Background: an optimization exercise with open tools, aiming at small area. Do not read the settings as production practice. RTL that was checked went through simulation tests only; none was proved equivalent to the original. Power is estimated from default activity; no workload was simulated.

==> flow/design.v (excerpt) <==
module xn_decoder #(
    parameter integer TSW      = 16,
    parameter [7:0]   VER_INIT = 8'd30
) (
    input  wire             clk,
    input  wire             rst,
    input  wire             in_valid,
    input  wire [7:0]       in_byte,
    input  wire [TSW-1:0]   in_ts,
    input  wire             ver_wr,
    input  wire [7:0]       ver_wdata,
    input  wire             discard,
    output reg              out_valid,
    output wire             out_ok,
    output wire [2:0]       out_reason,
    output wire [7:0]       out_call_raw,
    output wire [TSW-1:0]   out_call_ts,
    output wire             out_cf_valid,
    output wire [2:0]       out_kind,
    output wire [4:0]       out_addr,
    output wire             out_bcast,
    output wire             out_def_valid,
    output wire [4:0]       out_def,
    output wire             out_hdr_valid,
    output wire [7:0]       out_hdr,
    output wire             out_id_valid,
    output wire [7:0]       out_id,
    output wire [3:0]       out_payload_len,
    output wire [15*8-1:0]  out_payload,
    output wire             out_checksum_valid,
    output wire [4:0]       out_raw_len,
    output wire [18*8-1:0]  out_raw,
    output wire             diag_ambiguous,
    output reg  [2:0]       st,
    output reg  [2:0]       fr
);
For scale: ~880 cells after synthesis, roughly 0.010 sq mm of cells after synthesis.
==> flow/config.mk <==
export PLATFORM = sky130hd
export DESIGN_NAME = xn_decoder
export DESIGN_NICKNAME = xn_decoder
export VERILOG_FILES = /design/flow/design.v
export SDC_FILE = /design/flow/constraint.sdc
export NUM_CORES = 4
export LEC_CHECK = 0
export CAP_MARGIN = 0
export CORE_MARGIN = 2
export CORE_UTILIZATION = 70
export SLEW_MARGIN = 0
==> flow/constraint.sdc <==
create_clock -name core_clock -period 12.0 [get_ports {clk}]
set_input_delay 2.4000 -clock core_clock [delete_from_list [all_inputs] [get_ports {clk}]]
set_output_delay 2.4000 -clock core_clock [all_outputs]
set_load 0.01 [all_outputs]
standard.sh (not shown) runs the stock make flow with config.mk's settings and CLKGATE_MAP_FILE= SYNTH_SCRIPT=/design/flow/synth_recipe.tcl, a recipe that flattens the netlist after the stock synthesis.
==> flow/flow/run.sh <==
#!/bin/bash
# Standard ORFS layout (the standard.sh) with: port buffers made of the
# smallest buffer cell (every port still gets one), and a clock tree built
# without dummy load cells. ORFS writes each step's log under orfs/logs;
# make's output goes to standard.log.
set -euo pipefail
export BUFFER_PORTS_ARGS="-buffer_cell sky130_fd_sc_hd__buf_1"
export CTS_ARGS="-sink_clustering_enable -repair_clock_nets -dont_use_dummy_load -buf_list {sky130_fd_sc_hd__clkbuf_4 sky130_fd_sc_hd__clkbuf_8} -sink_clustering_size 12"
bash standard.sh > standard.log 2>&1
Rerun with:
--- a/flow/design.v
+++ b/flow/design.v
@@ -95,17 +95,16 @@
     endgenerate
     reg  [4:0]          vcl;       
     reg  [7:0]          cf_raw;    
     reg  [TSW-1:0]      cf_ts;     
     reg  [BUFCAP*8-1:0] buf_q;     
     reg  [4:0]          len;
     wire [7:0]          xacc = buf_q[(BUFCAP-1)*8 +: 8];
     reg  [4:0]          sel;
-    reg                 pay2, pay1;   
     function [4:0] vclass;
         input [7:0] v;
         vclass = {v >= 8'd41, v >= 8'd36, v >= 8'd35, v >= 8'd30, v >= 8'd20};
     endfunction
     wire [4:0] vcl_n  = ver_wr ? vclass(ver_wdata) : vcl;
     wire [2:0] st_e   = discard ? S_WAIT_CALL : st;
     wire       is_hdr = (st_e == S_WAIT_HDR);
     wire       is_id  = (st_e == S_WAIT_ID);
@@ -168,35 +167,40 @@
         end
     end
     wire [7:0] h0 = buf_q[7:0];
     reg       i_fail, i_amb;
     reg [4:0] i_sel;
     always @(*) begin
         i_fail = 1'b0; i_amb = 1'b0; i_sel = 5'd0;
         if (cf_bc) begin
-            if (h0 == 8'h61) begin
+            if (!h0[7]) begin    
                 if (b == 8'h01) i_sel = 5'd12; else if (b == 8'h00) i_sel = 5'd13; else i_fail = 1'b1;
-            end else begin    
+            end else begin       
                 i_sel = 5'd14; if (b != 8'h00) i_fail = 1'b1;
             end
         end else begin
-            casez (h0)
-                8'h63: if (b == 8'h21) i_sel = 5'd2; else if (b[7:4] == 4'h1) i_sel = 5'd29; else i_fail = 1'b1;
-                8'h62: if (b == 8'h22) i_sel = 5'd3; else if (b == 8'h23) i_sel = 5'd4; else i_fail = 1'b1;
-                8'hE4: if (b[7:4] == 4'h1) i_sel = 5'd5; else if (b[7:4] == 4'h0) i_sel = 5'd16;
-                       else if (b[7:5] == 3'd1) i_sel = 5'd17; else i_fail = 1'b1;
-                8'h21: i_sel = (b == 8'h80) ? 5'd8 : 5'd9;
-                8'hF6: begin i_sel = 5'd11; if (b != 8'h00) i_fail = 1'b1; end
-                8'h42: begin i_sel = 5'd15; if (b[7:6] == 2'b11 && ge30) begin i_fail = 1'b1; i_amb = 1'b1; end end
-                8'hA?: begin i_sel = 5'd19; if (b != 8'h55) i_fail = 1'b1; end
-                8'h94: if (b == 8'h00) i_sel = 5'd23; else if (b == 8'h01) i_sel = 5'd22; else i_fail = 1'b1;
-                8'h95: i_sel = (b == 8'h33) ? 5'd24 : 5'd25;
-                8'h61: if (b == 8'h02) i_sel = 5'd27; else if (b[7]) i_sel = 5'd28; else i_fail = 1'b1;
-                default: i_sel = (b[7:6] == 2'b11 && ge30) ? 5'd31 : 5'd30;    
+            case (h0[7:4])
+                4'h6: case (h0[1:0])
+                          2'd3:    if (b == 8'h21) i_sel = 5'd2; else if (b[7:4] == 4'h1) i_sel = 5'd29; else i_fail = 1'b1;
+                          2'd2:    if (b == 8'h22) i_sel = 5'd3; else if (b == 8'h23) i_sel = 5'd4; else i_fail = 1'b1;
+                          default: if (b == 8'h02) i_sel = 5'd27; else if (b[7]) i_sel = 5'd28; else i_fail = 1'b1;
+                      endcase
+                4'hE: if (b[7:4] == 4'h1) i_sel = 5'd5; else if (b[7:4] == 4'h0) i_sel = 5'd16;
+                      else if (b[7:5] == 3'd1) i_sel = 5'd17; else i_fail = 1'b1;
+                4'h2: i_sel = (b == 8'h80) ? 5'd8 : 5'd9;
+                4'hF: begin i_sel = 5'd11; if (b != 8'h00) i_fail = 1'b1; end
+                4'hA: begin i_sel = 5'd19; if (b != 8'h55) i_fail = 1'b1; end
+                4'h9: if (h0[0]) i_sel = (b == 8'h33) ? 5'd24 : 5'd25;
+                      else if (b == 8'h00) i_sel = 5'd23; else if (b == 8'h01) i_sel = 5'd22; else i_fail = 1'b1;
+                default:  
+                      if (h0[3:0] == 4'h2) begin
+                          i_sel = 5'd15; if (b[7:6] == 2'b11 && ge30) begin i_fail = 1'b1; i_amb = 1'b1; end
+                      end else
+                          i_sel = (b[7:6] == 2'b11 && ge30) ? 5'd31 : 5'd30;
             endcase
         end
     end
     reg        p_none, p_amb;
     reg [4:0]  p_d;
     always @(*) begin
         p_none = 1'b0; p_amb = 1'b0; p_d = sel;
         case (sel)
@@ -286,21 +290,16 @@
             out_valid <= 1'b0;
         end else begin
             st        <= n_st;
             fr        <= n_fr;
             vcl       <= vcl_n;
             out_valid <= n_valid;
         end
     end
-    wire pay2_n = is_dat && c_idv[sel] && !(sel == 5'd8 && !ge30);
-    always @(posedge clk) begin
-        pay2 <= pay2_n;
-        pay1 <= !pay2_n;
-    end
     integer k;
     always @(posedge clk) begin
         if (in_valid && !framed_byte) begin
             cf_raw <= b;
             cf_ts  <= in_ts;
         end
         if (in_valid) begin
             len  <= framed_byte ? len_s : 5'd0;
@@ -323,15 +322,15 @@
     assign out_cf_valid       = cls_cf[3];
     assign out_kind           = cls_cf[3] ? cls_cf[2:0] : 3'd0;
     assign out_addr           = cf_raw[4:0];
     assign out_bcast          = cf_bc;
     assign out_def_valid      = (out_ok && cf_framed) || (fr == R_CHECKSUM);
     assign out_def            = sel;
     assign out_hdr_valid      = out_def_valid;
     assign out_hdr            = buf_q[7:0];
-    assign out_id_valid       = out_def_valid && pay2;
+    assign out_id_valid       = out_def_valid && idv_o;
     assign out_id             = buf_q[15:8];
     assign out_payload_len    = out_def_valid ? dl_sel : 4'd0;
-    assign out_payload        = (buf_q[8 +: 120] | {120{pay2}}) & (buf_q[16 +: 120] | {120{pay1}});
+    assign out_payload        = idv_o ? buf_q[16 +: 120] : buf_q[8 +: 120];
     assign out_raw_len        = len;
     assign out_raw            = buf_q;
 endmodule
Effect: Die area came out lower by 0.69%. Via count came out lower by 13%. Design area hardly moves. Count of clock-buffer cells in the layout does not change. Non-clock buffer count came out lower by 3. Synthesized area came out lower by 0.71%. Sequential power came out lower by about 2%. Setup slack gets worse by 1.2 ns.
No run of this note included a check of the RTL's function; only the layout flow was run.

* * *

== the baseline ==
Another version of the RTL of xn_decoder (not shown whole).
Size: ~190 flip-flops, ~380 I/O pins, about 0.010 sq mm of cells after synthesis.
Settings: LEC_CHECK=0, CAP_MARGIN=0, CORE_MARGIN=2, CORE_UTILIZATION=70, SLEW_MARGIN=0; clock period 12.0 ns.
Scripts as last shown in full above: flow/flow/run.sh
The baseline: flow completed, timing, DRC and antenna clean
Relative to the baseline, the following input files were edited for the candidate:
-- flow/design.v --
<<< the baseline, line 101
    wire [7:0]          xacc = buf_q[(BUFCAP-1)*8 +: 8];
    reg  [4:0]          sel;
    function [4:0] vclass;
        input [7:0] v;
>>> the candidate, line 101
    wire [7:0]          xacc = buf_q[(BUFCAP-1)*8 +: 8];
    reg  [4:0]          sel;
    reg                 pay2, pay1;   
    function [4:0] vclass;
        input [7:0] v;
<<< the baseline, line 173
        i_fail = 1'b0; i_amb = 1'b0; i_sel = 5'd0;
        if (cf_bc) begin
            if (h0 == 8'h61) begin
                if (b == 8'h01) i_sel = 5'd12; else if (b == 8'h00) i_sel = 5'd13; else i_fail = 1'b1;
            end else begin    
                i_sel = 5'd14; if (b != 8'h00) i_fail = 1'b1;
            end
        end else begin
            casez (h0)
                8'h63: if (b == 8'h21) i_sel = 5'd2; else if (b[7:4] == 4'h1) i_sel = 5'd29; else i_fail = 1'b1;
                8'h62: if (b == 8'h22) i_sel = 5'd3; else if (b == 8'h23) i_sel = 5'd4; else i_fail = 1'b1;
                8'hE4: if (b[7:4] == 4'h1) i_sel = 5'd5; else if (b[7:4] == 4'h0) i_sel = 5'd16;
                       else if (b[7:5] == 3'd1) i_sel = 5'd17; else i_fail = 1'b1;
                8'h21: i_sel = (b == 8'h80) ? 5'd8 : 5'd9;
                8'hF6: begin i_sel = 5'd11; if (b != 8'h00) i_fail = 1'b1; end
                8'h42: begin i_sel = 5'd15; if (b[7:6] == 2'b11 && ge30) begin i_fail = 1'b1; i_amb = 1'b1; end end
                8'hA?: begin i_sel = 5'd19; if (b != 8'h55) i_fail = 1'b1; end
                8'h94: if (b == 8'h00) i_sel = 5'd23; else if (b == 8'h01) i_sel = 5'd22; else i_fail = 1'b1;
                8'h95: i_sel = (b == 8'h33) ? 5'd24 : 5'd25;
                8'h61: if (b == 8'h02) i_sel = 5'd27; else if (b[7]) i_sel = 5'd28; else i_fail = 1'b1;
                default: i_sel = (b[7:6] == 2'b11 && ge30) ? 5'd31 : 5'd30;    
            endcase
        end
>>> the candidate, line 174
        i_fail = 1'b0; i_amb = 1'b0; i_sel = 5'd0;
        if (cf_bc) begin
            if (!h0[7]) begin    
                if (b == 8'h01) i_sel = 5'd12; else if (b == 8'h00) i_sel = 5'd13; else i_fail = 1'b1;
            end else begin       
                i_sel = 5'd14; if (b != 8'h00) i_fail = 1'b1;
            end
        end else begin
            case (h0[7:4])
                4'h6: case (h0[1:0])
                          2'd3:    if (b == 8'h21) i_sel = 5'd2; else if (b[7:4] == 4'h1) i_sel = 5'd29; else i_fail = 1'b1;
                          2'd2:    if (b == 8'h22) i_sel = 5'd3; else if (b == 8'h23) i_sel = 5'd4; else i_fail = 1'b1;
                          default: if (b == 8'h02) i_sel = 5'd27; else if (b[7]) i_sel = 5'd28; else i_fail = 1'b1;
                      endcase
                4'hE: if (b[7:4] == 4'h1) i_sel = 5'd5; else if (b[7:4] == 4'h0) i_sel = 5'd16;
                      else if (b[7:5] == 3'd1) i_sel = 5'd17; else i_fail = 1'b1;
                4'h2: i_sel = (b == 8'h80) ? 5'd8 : 5'd9;
                4'hF: begin i_sel = 5'd11; if (b != 8'h00) i_fail = 1'b1; end
                4'hA: begin i_sel = 5'd19; if (b != 8'h55) i_fail = 1'b1; end
                4'h9: if (h0[0]) i_sel = (b == 8'h33) ? 5'd24 : 5'd25;
                      else if (b == 8'h00) i_sel = 5'd23; else if (b == 8'h01) i_sel = 5'd22; else i_fail = 1'b1;
                default:  
                      if (h0[3:0] == 4'h2) begin
                          i_sel = 5'd15; if (b[7:6] == 2'b11 && ge30) begin i_fail = 1'b1; i_amb = 1'b1; end
                      end else
                          i_sel = (b[7:6] == 2'b11 && ge30) ? 5'd31 : 5'd30;
            endcase
        end
<<< the baseline, line 291
        end
    end
    integer k;
    always @(posedge clk) begin
        if (!framed_byte) begin
            cf_raw <= b;
            cf_ts  <= in_ts;
>>> the candidate, line 297
        end
    end
    wire pay2_n = is_dat && c_idv[sel] && !(sel == 5'd8 && !ge30);
    always @(posedge clk) begin
        pay2 <= pay2_n;
        pay1 <= !pay2_n;
    end
    integer k;
    always @(posedge clk) begin
        if (in_valid && !framed_byte) begin
            cf_raw <= b;
            cf_ts  <= in_ts;
<<< the baseline, line 302
        end
        for (k = 0; k < BUFCAP - 1; k = k + 1)
            if (len == k)
                buf_q[k*8 +: 8] <= b;
        if (in_valid && framed_byte)
>>> the candidate, line 313
        end
        for (k = 0; k < BUFCAP - 1; k = k + 1)
            if (in_valid && framed_byte && len == k)
                buf_q[k*8 +: 8] <= b;
        if (in_valid && framed_byte)
<<< the baseline, line 308
    end
    wire cf_framed = cls_cf[3] && (cls_cf[2:0] == K_FRAMED);
    wire idv_o = idv_sel;
    assign out_ok             = (st == S_EMIT);
    assign out_checksum_valid = out_ok;
>>> the candidate, line 319
    end
    wire cf_framed = cls_cf[3] && (cls_cf[2:0] == K_FRAMED);
    assign out_ok             = (st == S_EMIT);
    assign out_checksum_valid = out_ok;
<<< the baseline, line 323
    assign out_hdr_valid      = out_def_valid;
    assign out_hdr            = buf_q[7:0];
    assign out_id_valid       = out_def_valid && idv_o;
    assign out_id             = buf_q[15:8];
    assign out_payload_len    = out_def_valid ? dl_sel : 4'd0;
    assign out_payload        = idv_o ? buf_q[16 +: 120] : buf_q[8 +: 120];
    assign out_raw_len        = len;
    assign out_raw            = buf_q;
>>> the candidate, line 333
    assign out_hdr_valid      = out_def_valid;
    assign out_hdr            = buf_q[7:0];
    assign out_id_valid       = out_def_valid && pay2;
    assign out_id             = buf_q[15:8];
    assign out_payload_len    = out_def_valid ? dl_sel : 4'd0;
    assign out_payload        = (buf_q[8 +: 120] | {120{pay2}}) & (buf_q[16 +: 120] | {120{pay1}});
    assign out_raw_len        = len;
    assign out_raw            = buf_q;
## What came out
The candidate against the baseline: core utilization went up 0.80 points, maximum number of pins on one net before global-route repair moved up, via count of the first global-routing pass decreased 1.0%, design area dropped about 2.8%.
The baseline -> the candidate: clock buffer count in the final layout delta 0, exact match
Logic gate share of total power: the candidate lower than the baseline
Count of routing violations after the opening detailed-route iteration delta (the candidate − the baseline): unfavourable
Delta (the candidate minus the baseline): maximum fanout encountered on the critical timing path went down 49; synthesis-stage register bit count has increased; area added between synthesis and finish now sits lower; routed wire length now smaller.
Only the layout flow was run in the baseline; the RTL was not checked for function there.

-- port drivers added, routing unchanged --
The flow's constraints put no driver on any port. The routed layouts listed below were extracted and timed again, unchanged, in two steps. Step 1: set_driving_cell puts a clkbuf_16 on clk and a buf_2 on each other input, an assumption about the parent block. Step 2, shift: input delay + t, output delay - t, t = (earliest + latest rising clock arrival at the registers) / 2. This alone moves slack from input paths to output paths. a / b / c = ideal ports / drivers / drivers and shift; a / b = the first two.
run	shift t [ns]	slack for setup (ns)	hold slack, ns
the first run of note 1	0.485	6.627 / 6.588 / 6.279	0.545 / 0.545 / 0.545
the second run of note 1	0.494	5.470 / 5.432 / 5.926	0.496 / 0.496 / 0.496
the baseline	0.493	5.188 / 5.155 / 5.648	0.565 / 0.565 / 0.565
the candidate	0.500	6.471 / 6.486 / 5.986	0.528 / 0.528 / 0.528
After both steps setup and hold are still met in every run listed. The setup slack of the candidate, which loses most, moves by +0.015 ns with the drivers and by -0.485 ns with both steps.
